Context: an optimization exercise on an open-source flow, tuned for small area, a short achievable clock period and few clock cycles per item. The choices shown serve that exercise and are no tape-out recipe. Only simulation tests tie the RTL to the original design; equivalence was not proved. Power and IR drop assume default switching activity.

job 9389:
## fir_mac_rhe
module fir_mac_rhe (
    input  wire        clk,
    input  wire        rst,         
    input  wire        in_valid,
    output wire        in_ready,
    input  wire [31:0] in_coef,
    input  wire [31:0] in_sample,
    input  wire        in_last,
    input  wire [5:0]  in_shift,
    output reg         out_valid,
    output reg  [31:0] out_data
);
==> flow/config.mk <==
export PLATFORM = sky130hd
export DESIGN_NAME = fir_mac_rhe
export DESIGN_NICKNAME = fir_mac_rhe
export VERILOG_FILES = /design/flow/design.v
export SDC_FILE = /design/flow/constraint.sdc
export NUM_CORES = 4
export LEC_CHECK = 0
export ABC_AREA = 1
export CAP_MARGIN = 20
export CORE_MARGIN = 2
export CORE_UTILIZATION = 40
export PLACE_DENSITY = 0.6
export SLEW_MARGIN = 20
==> flow/constraint.sdc <==
create_clock -name core_clock -period 10.0 [get_ports {clk}]
set_input_delay 2.0000 -clock core_clock [delete_from_list [all_inputs] [get_ports {clk}]]
set_output_delay 2.0000 -clock core_clock [all_outputs]
set_load 0.01 [all_outputs]
run.sh (not shown) runs the stock make flow with config.mk's settings and CLKGATE_MAP_FILE= SYNTH_SCRIPT=/design/flow/synth_recipe.tcl, a recipe that flattens the netlist after the stock synthesis.
Testbench counts of job 9389, summed over its fixed seeds: cycles 26,362, items 26,330.
Setup changes, job 9389 to job 5281
==> flow/flow/run.sh (new file) <==
#!/bin/bash
# Own layout flow: the standard flow (standard synthesis, floorplan,
# placement, CTS, routing) with a tighter setup repair target, so the
# resizer works toward a shorter clock period than the constraint's.
# Each tool's output goes to a log file of its own in this folder.
set -euo pipefail
MARGIN=$(cat flow/margin.txt 2>/dev/null || echo 6)
bash standard.sh synth > synth.log 2>&1
bash standard.sh SETUP_SLACK_MARGIN=$MARGIN floorplan > floorplan.log 2>&1
bash standard.sh SETUP_SLACK_MARGIN=$MARGIN place > place.log 2>&1
bash standard.sh SETUP_SLACK_MARGIN=$MARGIN cts > cts.log 2>&1
bash standard.sh SETUP_SLACK_MARGIN=$MARGIN route > route.log 2>&1
bash standard.sh SETUP_SLACK_MARGIN=$MARGIN finish > finish.log 2>&1
==> flow/flow/margin.txt (new file) <==
6
==> flow/standard.sh (new file) <==
#!/bin/bash
# synth_recipe.tcl (not shown) runs the flow's synth.tcl, then flattens the netlist and writes it again
# the make line also repeats each setting of config.mk as NAME=value (left out here)
make -C /OpenROAD-flow-scripts/flow DESIGN_CONFIG=/design/flow/config.mk WORK_HOME=/design/flow/orfs CLKGATE_MAP_FILE= SYNTH_SCRIPT=/design/flow/synth_recipe.tcl "${@:-finish}"
removed: flow/run.sh
Of job 5281 and job 9389, it is job 5281 that has the lower minimum clock period after layout. Going from job 9389 to job 5281, worst IR drop on VDD grew slightly. On final wirelength, job 5281 does worse than job 9389. Job 5281 does better than job 9389 on worst slack at placement. Total power | job 5281 above job 9389. Job 9389 -> job 5281: wire length of the first global-routing pass increased slightly. Global-route usage up 0.42 points in job 5281 wrt job 9389. Relative to job 9389, clock share of power has increased by 0.4 points in job 5281.

* * *

## run a
fir_mac_rhe, a different RTL version from the one above (not shown whole).
For scale: ~340 flip-flops, about 110 I/O pins, ~0.038 mm^2 of cells after synthesis.
Design fir_mac_rhe, start of the top module:
module fir_mac_rhe (
    input  wire        clk,
    input  wire        rst,         
    input  wire        in_valid,
    output wire        in_ready,
    input  wire [31:0] in_coef,
    input  wire [31:0] in_sample,
    input  wire        in_last,
    input  wire [5:0]  in_shift,
    output reg         out_valid,
    output reg  [31:0] out_data
);
==> flow/config.mk <==
export PLATFORM = sky130hd
export DESIGN_NAME = fir_mac_rhe
export DESIGN_NICKNAME = fir_mac_rhe
export VERILOG_FILES = /design/flow/design.v
export SDC_FILE = /design/flow/constraint.sdc
export NUM_CORES = 4
export LEC_CHECK = 0
export ABC_AREA = 1
export CAP_MARGIN = 20
export CORE_MARGIN = 2
export CORE_UTILIZATION = 40
export PLACE_DENSITY = 0.6
export SLEW_MARGIN = 20
==> flow/constraint.sdc <==
create_clock -name core_clock -period 10.0 [get_ports {clk}]
set_input_delay 2.0000 -clock core_clock [delete_from_list [all_inputs] [get_ports {clk}]]
set_output_delay 2.0000 -clock core_clock [all_outputs]
set_load 0.01 [all_outputs]
standard.sh (not shown) runs the stock make flow with config.mk's settings and CLKGATE_MAP_FILE= SYNTH_SCRIPT=/design/flow/synth_recipe.tcl, a recipe that flattens the netlist after the stock synthesis.
==> flow/flow/run.sh <==
#!/bin/bash
# Own layout flow: the standard flow (standard synthesis, floorplan,
# placement, CTS, routing) with a tighter setup repair target, so the
# resizer works toward a shorter clock period than the constraint's.
# Each tool's output goes to a log file of its own in this folder.
set -euo pipefail
MARGIN=$(cat flow/margin.txt 2>/dev/null || echo 6)
bash standard.sh synth > synth.log 2>&1
bash standard.sh SETUP_SLACK_MARGIN=$MARGIN floorplan > floorplan.log 2>&1
bash standard.sh SETUP_SLACK_MARGIN=$MARGIN place > place.log 2>&1
bash standard.sh SETUP_SLACK_MARGIN=$MARGIN cts > cts.log 2>&1
bash standard.sh SETUP_SLACK_MARGIN=$MARGIN route > route.log 2>&1
bash standard.sh SETUP_SLACK_MARGIN=$MARGIN finish > finish.log 2>&1
==> flow/flow/margin.txt <==
6
Testbench counts of run a, summed over its fixed seeds: cycles 26,362, items 26,330.
Relative to run a, the following input files were edited for run b:
==> flow/run.sh (new file) <==
#!/bin/bash
# synth_recipe.tcl (not shown) runs the flow's synth.tcl, then flattens the netlist and writes it again
# the make line also repeats each setting of config.mk as NAME=value (left out here)
make -C /OpenROAD-flow-scripts/flow DESIGN_CONFIG=/design/flow/config.mk WORK_HOME=/design/flow/orfs CLKGATE_MAP_FILE= SYNTH_SCRIPT=/design/flow/synth_recipe.tcl finish
removed: flow/flow/run.sh
removed: flow/flow/margin.txt
removed: flow/standard.sh
### Flow results
Any difference in clock skew after layout between run b and run a is small enough to ignore.
Detailed-placement wirelength estimate shrinks slightly when moving from run a to run b.
Run a has lower share of the cycle needed by the critical path after routing than run b.
Comparing run a and run b, the lower clock share of power was measured on run a.
Run b -> run a: netlist area before placement delta 0, exact match
Run a -> run b: worst voltage drop across the vdd grid decreased by a few percent
Run b gives less count of cells resized by post-cts repair than run a did.

[re-timing with driven ports]
In the flow no input, the clock included, has a driving cell. The finished layouts below were timed again as built, in two steps.
Step 1 sets driving cells, clkbuf_16 on the clock port and buf_2 on the other inputs (assumed; they add their load-dependent delay and slew).
Step 2 times the ports against the registers' clock, not the clock port: input delays grow and output delays shrink by t, the midpoint of the rising clock arrivals with the driver on.
a / b / c = ideal / step 1 / step 2; a / b = the first two.
run | t, ns | setup WS [ns] | worst setup path after step 2 | worst slew at a driven data input, ns | pins driven straight from the clock port
job 9389 | 0.689 | 5.121 / 5.121 / 4.592 | input to register | 0.06 | 1
job 5281 | 0.692 | 5.918 / 5.918 / 5.555 | input to register | 0.05 | 1
run a | 0.674 | 5.907 / 5.907 / 5.907 | register to register | 0.05 | 1
run b | 0.691 | 4.779 / 4.779 / 4.779 | register to register | 0.04 | 1
After both steps setup and hold are still met in every run listed. For job 9389, which loses most, drivers alone change the setup slack by 0.000 ns; drivers and shift together by -0.529 ns.
